From an optimization exercise on the open Yosys and OpenROAD flow, aimed at small area; shortcuts taken in it are not production practice.
Only simulation tests tie the RTL to the original design; equivalence was not proved.
No activity file was given, so power comes from the tool's default toggle rates.

--- run.sh ---
#!/bin/bash
# synth_recipe.tcl (not shown) runs the flow's synth.tcl, then flattens the netlist and writes it again
# the make line also repeats each setting of config.mk as NAME=value (left out here)
make -C /OpenROAD-flow-scripts/flow DESIGN_CONFIG=/design/flow/config.mk WORK_HOME=/design/flow/orfs CLKGATE_MAP_FILE= SYNTH_SCRIPT=/design/flow/synth_recipe.tcl finish
--- design.v ---
module sensor_sampler #(
    parameter integer SA = 16,    
    parameter integer SG = 131    
) (
    input  wire        clk,
    input  wire        rst,
    input  wire        cmd_valid,
    input  wire [7:0]  cmd_data,
    output wire        cmd_ready,
    output reg         resp_valid,
    output reg         resp_kind,       
    output wire [15:0] resp_value,
    input  wire        resp_ready,
    output reg         bus_dir,         
    output wire        tx_valid,
    output wire [7:0]  tx_data,
    input  wire        tx_ready,        
    input  wire        rx_valid,
    input  wire [7:0]  rx_data,
    output wire        rx_ready,
    output wire        txt_valid,
    output wire [7:0]  txt_data,
    input  wire        txt_ready
);
    localparam [4:0] IDLE  = 5'd0,
                     REQ   = 5'd1,    
                     TXW   = 5'd2,    
                     RXB   = 5'd3,    
                     ALNC  = 5'd4,    
                     CPY   = 5'd5,    
                     DLM   = 5'd6,    
                     ALNL  = 5'd7,    
                     LD    = 5'd8,    
                     NEG   = 5'd9,    
                     SUB   = 5'd10,   
                     ADD   = 5'd11,   
                     TXT   = 5'd12,   
                     MINUS = 5'd13,   
                     DEMIT = 5'd14,   
                     ALNZ  = 5'd15,   
                     CLR   = 5'd16;   
    reg  [4:0]  st;
    reg  [63:0] R;         
    reg  [5:0]  rp;        
    reg  [11:0] S;
    reg  [3:0]  sp;        
    reg  [7:0]  r;         
    reg         cy;        
    reg         neg;       
    reg         valid;     
    reg         dump;
    reg         started;   
    reg  [2:0]  ch;
    reg  [6:0]  tp;        
    reg  [1:0]  p;         
    wire       gy = (ch > 3'd2);
    wire [3:0] wl = gy ? 4'd8 : 4'd11;      
    reg  [5:0] seg;
    always @(*) begin
        case (ch)
            3'd0:    seg = 6'd0;
            3'd1:    seg = 6'd12;
            3'd2:    seg = 6'd24;
            3'd3:    seg = 6'd36;
            3'd4:    seg = 6'd45;
            default: seg = 6'd54;
        endcase
    end
    wire aligned = (rp == seg) && (sp == 4'd0);
    wire r0v = R[0] & valid;
    wire sp_last = (sp == 4'd11);
    wire [3:0] bi = tp[3:0];
    wire [3:0] target = (bi[3] & bi[2]) ? {2'b00, bi[1:0]} : bi;
    wire       step = rx_valid && (sp == target);
    wire       b = rx_data[bi[2:0]];
    wire [8:0] t9 = {r, b};
    wire       ge = (t9 >= 9'd131);
    wire [8:0] tsub = t9 - 9'd131;
    wire       qd = gy ? ge : r[3];
    wire [7:0] rdiv = (bi == 4'd15) ? (b ? (gy ? 8'd130 : 8'hFF) : 8'd0) :
                      ((gy & ge) ? tsub[7:0] : t9[7:0]);
    wire       fcorr = neg & ((|r[3:0]) | (gy & (|r[7:4])));
    reg kbit;
    always @(*) begin
        case (p)
            2'd1:    kbit = (sp == 4'd1) || (sp == 4'd3);
            2'd2:    kbit = (sp == 4'd2) || (sp == 4'd5) || (sp == 4'd6);
            default: kbit = (sp == 4'd3) || (sp == 4'd5) || (sp == 4'd6) ||
                            (sp == 4'd7) || (sp == 4'd8) || (sp == 4'd9);
        endcase
    end
    wire bp   = kbit ^ (st == SUB);
    wire sum  = S[0] ^ bp ^ cy;
    wire cout = (S[0] & bp) | (S[0] & cy) | (bp & cy);
    reg [6:0] rom;
    always @(*) begin
        case (tp)
            7'd0: rom = 7'h7B;
            7'd1: rom = 7'h0A;
            7'd2: rom = 7'h09;
            7'd3: rom = 7'h22;
            7'd4: rom = 7'h41;
            7'd5: rom = 7'h63;
            7'd6: rom = 7'h63;
            7'd7: rom = 7'h20;
            7'd8: rom = 7'h58;
            7'd9: rom = 7'h22;
            7'd10: rom = 7'h3A;
            7'd11: rom = 7'h20;
            7'd12: rom = 7'h00;
            7'd13: rom = 7'h2C;
            7'd14: rom = 7'h0A;
            7'd15: rom = 7'h09;
            7'd16: rom = 7'h22;
            7'd17: rom = 7'h41;
            7'd18: rom = 7'h63;
            7'd19: rom = 7'h63;
            7'd20: rom = 7'h20;
            7'd21: rom = 7'h59;
            7'd22: rom = 7'h22;
            7'd23: rom = 7'h3A;
            7'd24: rom = 7'h20;
            7'd25: rom = 7'h00;
            7'd26: rom = 7'h2C;
            7'd27: rom = 7'h0A;
            7'd28: rom = 7'h09;
            7'd29: rom = 7'h22;
            7'd30: rom = 7'h41;
            7'd31: rom = 7'h63;
            7'd32: rom = 7'h63;
            7'd33: rom = 7'h20;
            7'd34: rom = 7'h5A;
            7'd35: rom = 7'h22;
            7'd36: rom = 7'h3A;
            7'd37: rom = 7'h20;
            7'd38: rom = 7'h00;
            7'd39: rom = 7'h2C;
            7'd40: rom = 7'h0A;
            7'd41: rom = 7'h09;
            7'd42: rom = 7'h22;
            7'd43: rom = 7'h47;
            7'd44: rom = 7'h79;
            7'd45: rom = 7'h72;
            7'd46: rom = 7'h6F;
            7'd47: rom = 7'h20;
            7'd48: rom = 7'h52;
            7'd49: rom = 7'h6F;
            7'd50: rom = 7'h6C;
            7'd51: rom = 7'h6C;
            7'd52: rom = 7'h22;
            7'd53: rom = 7'h3A;
            7'd54: rom = 7'h20;
            7'd55: rom = 7'h00;
            7'd56: rom = 7'h2C;
            7'd57: rom = 7'h0A;
            7'd58: rom = 7'h09;
            7'd59: rom = 7'h22;
            7'd60: rom = 7'h47;
            7'd61: rom = 7'h79;
            7'd62: rom = 7'h72;
            7'd63: rom = 7'h6F;
            7'd64: rom = 7'h20;
            7'd65: rom = 7'h50;
            7'd66: rom = 7'h69;
            7'd67: rom = 7'h74;
            7'd68: rom = 7'h63;
            7'd69: rom = 7'h68;
            7'd70: rom = 7'h22;
            7'd71: rom = 7'h3A;
            7'd72: rom = 7'h20;
            7'd73: rom = 7'h00;
            7'd74: rom = 7'h2C;
            7'd75: rom = 7'h0A;
            7'd76: rom = 7'h09;
            7'd77: rom = 7'h22;
            7'd78: rom = 7'h47;
            7'd79: rom = 7'h79;
            7'd80: rom = 7'h72;
            7'd81: rom = 7'h6F;
            7'd82: rom = 7'h20;
            7'd83: rom = 7'h59;
            7'd84: rom = 7'h61;
            7'd85: rom = 7'h77;
            7'd86: rom = 7'h22;
            7'd87: rom = 7'h3A;
            7'd88: rom = 7'h20;
            7'd89: rom = 7'h00;
            7'd90: rom = 7'h0A;
            7'd91: rom = 7'h7D;
            7'd92: rom = 7'h0A;
            default: rom = 7'h00;
        endcase
    end
    wire is_val = (rom == 7'h00);
    wire is_nl  = (rom == 7'h0A);
    wire [3:0] dnib = (p == 2'd0) ? S[3:0] : r[3:0];
    wire       show = (|r[3:0]) | started | (p == 2'd0);
    reg s_en, sin;
    always @(*) begin
        s_en = 1'b1;
        sin  = S[0];
        case (st)
            RXB:   sin = step ? qd : S[0];
            ALNC, ALNL, ALNZ: s_en = (sp != 4'd0);
            LD:    sin = (sp <= wl) ? r0v : S[11];
            NEG:   sin = S[0] ^ (neg & cy);
            SUB, ADD: sin = sum;
            CLR:   sin = neg & (sp == 4'd2);
            CPY:   sin = S[0];
            default: s_en = 1'b0;
        endcase
    end
    assign cmd_ready  = (st == IDLE) && !resp_valid;
    assign tx_valid   = (st == REQ);
    assign tx_data    = 8'h3C;
    assign rx_ready   = ((st == RXB) && step && (bi[2:0] == 3'd0)) || (st == DLM);
    assign txt_valid  = ((st == TXT) && !is_val) || ((st == MINUS) && neg) ||
                        ((st == DEMIT) && show);
    assign txt_data   = (st == DEMIT) ? {4'h3, dnib} :
                        (st == MINUS) ? 8'h2D : {1'b0, rom};
    assign resp_value = {{4{S[11]}}, S};
    always @(posedge clk) begin
        R <= {(st == CPY) ? (S[0] ^ cy) : R[0], R[63:1]};
        if (s_en)
            S <= {sin, S[11:1]};
    end
    always @(posedge clk) begin
        if (rst) begin
            st         <= IDLE;
            rp         <= 6'd0;
            sp         <= 4'd0;
            valid      <= 1'b0;
            bus_dir    <= 1'b0;
            resp_valid <= 1'b0;
        end else begin
            rp <= rp + 6'd1;
            if (s_en)
                sp <= sp_last ? 4'd0 : sp + 4'd1;
            if (resp_valid && resp_ready)
                resp_valid <= 1'b0;
            case (st)
                IDLE: begin
                    if (cmd_valid && !resp_valid) begin
                        dump <= cmd_data[1];
                        ch   <= cmd_data[2:0];
                        if (cmd_data == 8'h01 || cmd_data == 8'h02) begin
                            bus_dir <= 1'b1;
                            st      <= REQ;
                        end else if (cmd_data[7:3] == 5'b00010 && cmd_data[2:0] <= 3'd5) begin
                            dump <= 1'b0;
                            st   <= ALNL;
                        end else begin
                            neg <= 1'b1;
                            st  <= ALNZ;
                        end
                    end
                end
                REQ: begin
                    if (tx_ready)
                        st <= TXW;
                end
                TXW: begin
                    if (tx_ready) begin
                        bus_dir  <= 1'b0;
                        ch       <= 3'd0;
                        tp[3:0]  <= 4'hF;
                        st       <= RXB;
                    end
                end
                RXB: begin
                    if (step) begin
                        r       <= rdiv;
                        tp[3:0] <= bi - 4'd1;
                        if (bi == 4'd15)
                            neg <= b;
                        if (bi == 4'd0)
                            st <= ALNC;
                    end
                end
                ALNC: begin
                    if (aligned) begin
                        cy <= fcorr;
                        st <= CPY;
                    end
                end
                CPY: begin
                    cy <= S[0] & cy;
                    if (sp == wl) begin
                        ch <= ch + 3'd1;
                        st <= (ch == 3'd5) ? DLM : RXB;
                    end
                end
                DLM: begin
                    if (rx_valid) begin
                        valid <= 1'b1;
                        if (dump) begin
                            tp      <= 7'd0;
                            ch      <= 3'd0;
                            started <= 1'b0;
                            st      <= TXT;
                        end else begin
                            neg <= 1'b0;
                            st  <= ALNZ;
                        end
                    end
                end
                ALNL: begin
                    if (aligned)
                        st <= LD;
                end
                LD: begin
                    if (sp_last) begin
                        if (!dump) begin
                            resp_valid <= 1'b1;
                            resp_kind  <= 1'b1;
                            st         <= IDLE;
                        end else begin
                            neg <= sin;
                            cy  <= 1'b0;
                            st  <= NEG;
                        end
                    end
                end
                NEG: begin
                    cy <= cy | S[0];
                    if (sp_last) begin
                        r[3:0] <= 4'd0;
                        p      <= 2'd3;
                        cy     <= 1'b1;
                        st     <= SUB;
                    end
                end
                SUB: begin
                    cy <= cout;
                    if (sp_last) begin
                        if (cout) begin
                            r[3:0] <= r[3:0] + 4'd1;
                            cy     <= 1'b1;
                        end else begin
                            cy <= 1'b0;
                            st <= ADD;
                        end
                    end
                end
                ADD: begin
                    cy <= cout;
                    if (sp_last)
                        st <= (p == 2'd3) ? TXT : DEMIT;
                end
                TXT: begin
                    if (is_val) begin
                        st <= MINUS;
                    end else if (txt_ready) begin
                        tp <= tp + 7'd1;
                        if (is_nl) begin
                            if (tp == 7'd92) begin
                                neg <= 1'b0;
                                st  <= ALNZ;
                            end else if (ch != 3'd6) begin
                                st <= ALNL;
                            end
                        end
                    end
                end
                MINUS: begin
                    if (!neg || txt_ready)
                        st <= DEMIT;
                end
                DEMIT: begin
                    if (!show || txt_ready) begin
                        if (show)
                            started <= 1'b1;
                        if (p == 2'd0) begin
                            tp      <= tp + 7'd1;
                            ch      <= ch + 3'd1;
                            started <= 1'b0;
                            st      <= TXT;
                        end else begin
                            p <= p - 2'd1;
                            if (p != 2'd1) begin
                                r[3:0] <= 4'd0;
                                cy     <= 1'b1;
                                st     <= SUB;
                            end
                        end
                    end
                end
                ALNZ: begin
                    if (sp == 4'd0)
                        st <= CLR;
                end
                CLR: begin
                    if (sp_last) begin
                        resp_valid <= 1'b1;
                        resp_kind  <= 1'b0;
                        st         <= IDLE;
                    end
                end
                default: st <= IDLE;
            endcase
        end
    end
endmodule
--- config.mk ---
export PLATFORM = sky130hd
export DESIGN_NAME = sensor_sampler
export DESIGN_NICKNAME = sensor_sampler
export VERILOG_FILES = /design/flow/design.v
export SDC_FILE = /design/flow/constraint.sdc
export NUM_CORES = 4
export LEC_CHECK = 0
export CAP_MARGIN = 20
export CORE_MARGIN = 2
export CORE_UTILIZATION = 40
export SLEW_MARGIN = 20
--- constraint.sdc ---
create_clock -name core_clock -period 40.0 [get_ports {clk}]
set_input_delay 8.0000 -clock core_clock [delete_from_list [all_inputs] [get_ports {clk}]]
set_output_delay 8.0000 -clock core_clock [all_outputs]
set_load 0.01 [all_outputs]
==> parameters.txt <==
Parameter                              Value

Final layout
  Total inserted antenna cells ... 0
  Layout Cell Area excl Fill ... 8190 µm²
  Most common cell after layout, fill and taps aside ... nor2_1
  Total number of nets in the final design ... 880
  # fillers ... 1665
  Most frequent cells in the layout ... 86 x nor2_1, 82 x dfxtp_1, 74 x nand2_1
  Synthesis-to-finish area growth ... 18.3%
  Proportion of layout cells with a drive suffix above 1 ... 7.77%

Worst setup path
  Worst Setup End Kind ... output port
  Reg-to-reg critical path startpoint ... tp[3]
  FF-to-FF End ... r[3]
  Depth of the worst register-to-register path ... 9
  Setup slack of the worst register-to-register path ... 35.71 ns
  Number of stages on the worst setup path ... 4
  Largest fanout on the critical path ... 5
  Arrival time at the worst endpoint ... 9.47 ns
  Start-to-end type of the worst setup path ... input port to output port
  CP dominant cell by count ... clkdlybuf4s50_1
  Setup crit start kind ... input port
  Top delay family on crit path ... buffers and inverters
  Largest stage delay on the critical path ... 0.56 ns
  Crit path required time ... 32.00 ns
  Cell with the biggest individual delay on the critical path ... clkdlybuf4s50_1
  Worst path bufs/invs ... 2
  Crit-path cells ... clkdlybuf4s50_1 > nand4_1 > o21ai_0 > clkdlybuf4s50_1

Place
  Post-detail-place hpwl ... 14.9 mm
  Routability congestion estimate ... 1.05
  Placed cell areas ... 7550 µm²
  Total of buffers placed on input and output ports ... 52

STA
  Headroom to the max-slew limit ... 32.6%
  Final critical-path required period ... 17.47 ns
  Number of hold violations in the final report ... 0
  Setup Total Neg Slack ... 0 ns
  Tightest Pin Transition ... 1.00 ns
  Final setup viols ... 0
  Peak Freq ... 57.2 MHz
  RSZ-0062 raised after global routing ... false
  Period utilization ... 43.7%
  Number of max-slew violations in the final report ... 0
  Worst clock skew ... 0.0119 ns

Yosys
  Synthesized area per cell ... 8.92 µm²
  Post-synthesis cell type with the largest combined area ... dfxtp_1
  Asr flop ratio synth ... 0%
  Most frequently used flop master after synthesis ... dfxtp_1
  Share of the synthesized area in the top cell type ... 23.7%
  Number of flip-flops and latches in the synthesized netlist ... 119
  Main area contributors after synthesis ... dfxtp_1 24%, edfxtp_1 16%, ha_1 8.1%, nor2_1 4.7%, nand2_1 4.0%
  Sequential cell area fraction in the yosys report ... 39.8%
  Number of warning messages in the yosys log ... 1
  Mapped cell area ... 6920 µm²
  Number of distinct library cells after synthesis ... 82
  Synth Instances ... 776
  Number of flops mapped to enable cells by yosys ... 37

Clocking
  Clock buffer depth ... 2
  CTS tree ... built
  Worst-skew pair later-pin latency ... 0.42 ns
  Clock transition at the register clock pins on the worst setup and hold paths after CTS ... 0.05 ns
  Total number of H-tree levels ... 4
  Buffer count from post-CTS setup fixing ... 0
  Cells resized by post-CTS repair ... 0
  Buffer cell driving the clock tree root ... clkbuf_16
  Hold-fix buffers, CTS ... 0
  Number of buffers created by CTS ... 17
  Number of sinks on the clock net ... 119

Detailed routing
  Via density ... 5.87
  First-pass iteration count of the detailed router ... 5
  Via total after detailed routing ... 6155
  DR DRC count ... 0
  Count of nets left with antenna violations after detail routing ... 0
  Per-cell routed wire length ... 19.9 µm
  Drt initial violations ... 537
  DRT Wirelength ... 20.9 mm

Power and ir drop
  Highest ir drop seen on vdd ... 0.0000314 V
  Pwr Total ... 0.485 mW
  Cell area power density ... 59.1 nW/µm²
  Leak pwr ... 3.18 nW

Floorplanning
  Die H ... 136 µm
  IO Count ... 62
  Chip Width ... 136 µm
  Core footprint ... 17100 µm²
  Initial cell density of the core ... 40.4%
  Standard-cell rows ... 48
  Die area ... 18400 µm²

Global routing
  Leftover overflow at the end of global routing ... 0
  Global-route wire length before repair ... 32.5 mm
  Maximum number of pins on one net before global-route repair ... 50
  Via count of the first global-routing pass ... 5924
  Overall fraction of global-route tracks in use ... 23.1%
  Antenna violations before repair ... 0

Worst hold path
  Worst Hold Class ... register to register
  Worst Hold Endpoint ... R[48]
  Depth of the worst hold-timing path ... 0
  Startpoint of the worst hold path ... R[49]

Job
  Maximum capacitance violations ... 0

Run status
  Status ... complete, no violations
## power by group
group	total, mW	switching (mW)	internal [mW]
clock	0.162	0.0558	0.106
combinational	0.162	0.0955	0.0667
sequential	0.160	0.0167	0.143
## registers in the layout (all words and copies together), names as in the netlist, 2 cells and up
name	cells
st	5
r	8
sp	4
S	12
rp	6
R	64
ch	3
tp	7
p	2
## cell usage after synthesis (4+ instances only)
cell,number
nor2_1,86
a31oi_1,11
a21boi_0,4
a41oi_1,5
nor2b_1,16
xor2_1,11
inv_1,28
a31o_2,4
o211ai_1,5
buf_2,10
ha_1,45
mux4_2,4
o21ai_0,39
nand3_1,22
or3_1,5
nor3_1,20
and2_1,4
a21oi_1,45
nor4_1,5
mux2i_1,15
edfxtp_1,37
and3_1,5
buf_4,13
o31ai_1,6
o22ai_1,8
a2111oi_0,5
mux2_2,6
a21o_1,5
nand2_1,74
nand4_1,5
dfxtp_1,82
xnor2_1,12
nand2b_1,16
o2111ai_1,5
a211oi_1,8
clkbuf_1,23
buf_1,5
nor3b_1,4
a22o_1,4
## through the flow
stage	setup WS [ns]	std cells	utilization (%)	hold slack (ns)
floorplan	23.60	783	-	0.310
global placement	22.51	1017	44.1	0.314
detailed placement	22.53	1017	44.1	0.312
CTS	22.53	1049	47.9	0.323
global route	22.40	1049	47.9	0.327
finish	22.53	1049	47.9	0.321
## how the worst max path moves through the flow
stage              from        to  slack [ns]
2_1_floorplan  rx_valid  rx_ready       23.60
3_3_place_gp   rx_valid  rx_ready       22.51
3_5_place_dp   rx_valid  rx_ready       22.53
4_1_cts        rx_valid  rx_ready       22.53
5_1_grt        rx_valid  rx_ready       22.40
6_report       rx_valid  rx_ready       22.53
## cell families (layout without fill, tap and decap cells)
kind of cell,after synthesis,after routing,synth area share (%)
multiplexers,26,26,4.66
flip-flops,119,119,39.8
AND/OR/NAND/NOR,277,277,19.1
other,2,9,0.109
XOR/XNOR,23,23,2.91
adder cells (fa/ha/maj),46,46,8.42
AO/OA/AOI/OAI,197,197,19.3
buffers and inverters,86,127,5.78
## final cells by class
| type | instances | area (µm²) | share of cell area (%) |
|---|---|---|---|
| clock inverter | 8 | 103 | 1.25 |
| multi-input combinational | 578 | 3800 | 46.3 |
| sequential | 119 | 2750 | 33.6 |
| tap | 225 | 282 | 3.44 |
| timing repair buffer | 63 | 603 | 7.36 |
| inverter | 32 | 120 | 1.47 |
| clock buffer | 24 | 536 | 6.54 |
## metal layers
metal / share of wire [%] / global-route usage [%] / routed length (µm)
met1: 42 / 29.6 / 8790
met2: 48 / 37.2 / 9960
met3: 6.1 / 4.64 / 1280
met4: 4.1 / 11.6 / 848
met5: 0 / 0 / 0

static timing again, ports no longer ideal:
No port has a modelled driver above. Below, the same layout with a new extraction and two added sets of constraints. Step 1 (the two cells are an assumption about what drives the block):
set clk [get_ports {clk}]
set_driving_cell -lib_cell sky130_fd_sc_hd__clkbuf_16 $clk
set_driving_cell -lib_cell sky130_fd_sc_hd__buf_2 [delete_from_list [all_inputs] $clk]
Step 2 adds t to the input delays and takes it off the output delays; t is the mean of the earliest and latest rising clock arrival at the registers after step 1. Input paths then give back, and output paths get back, about the clock's delay inside the block. Slacks: ideal ports / drivers / drivers and shift; pairs: ideal ports / drivers.
shift t [ns]: 0.457
slack for setup (ns): 22.526 / 22.500 / 22.500
worst hold slack (ns): 0.321 / 0.321 / 0.321
latest minus earliest clock arrival (ns): 0.014 / 0.014
slew at the worst register clock pin (ns): 0.06 / 0.06
After both steps this run still meets setup and hold. For this run, drivers alone change the setup slack by -0.026 ns; drivers and shift together by -0.026 ns.
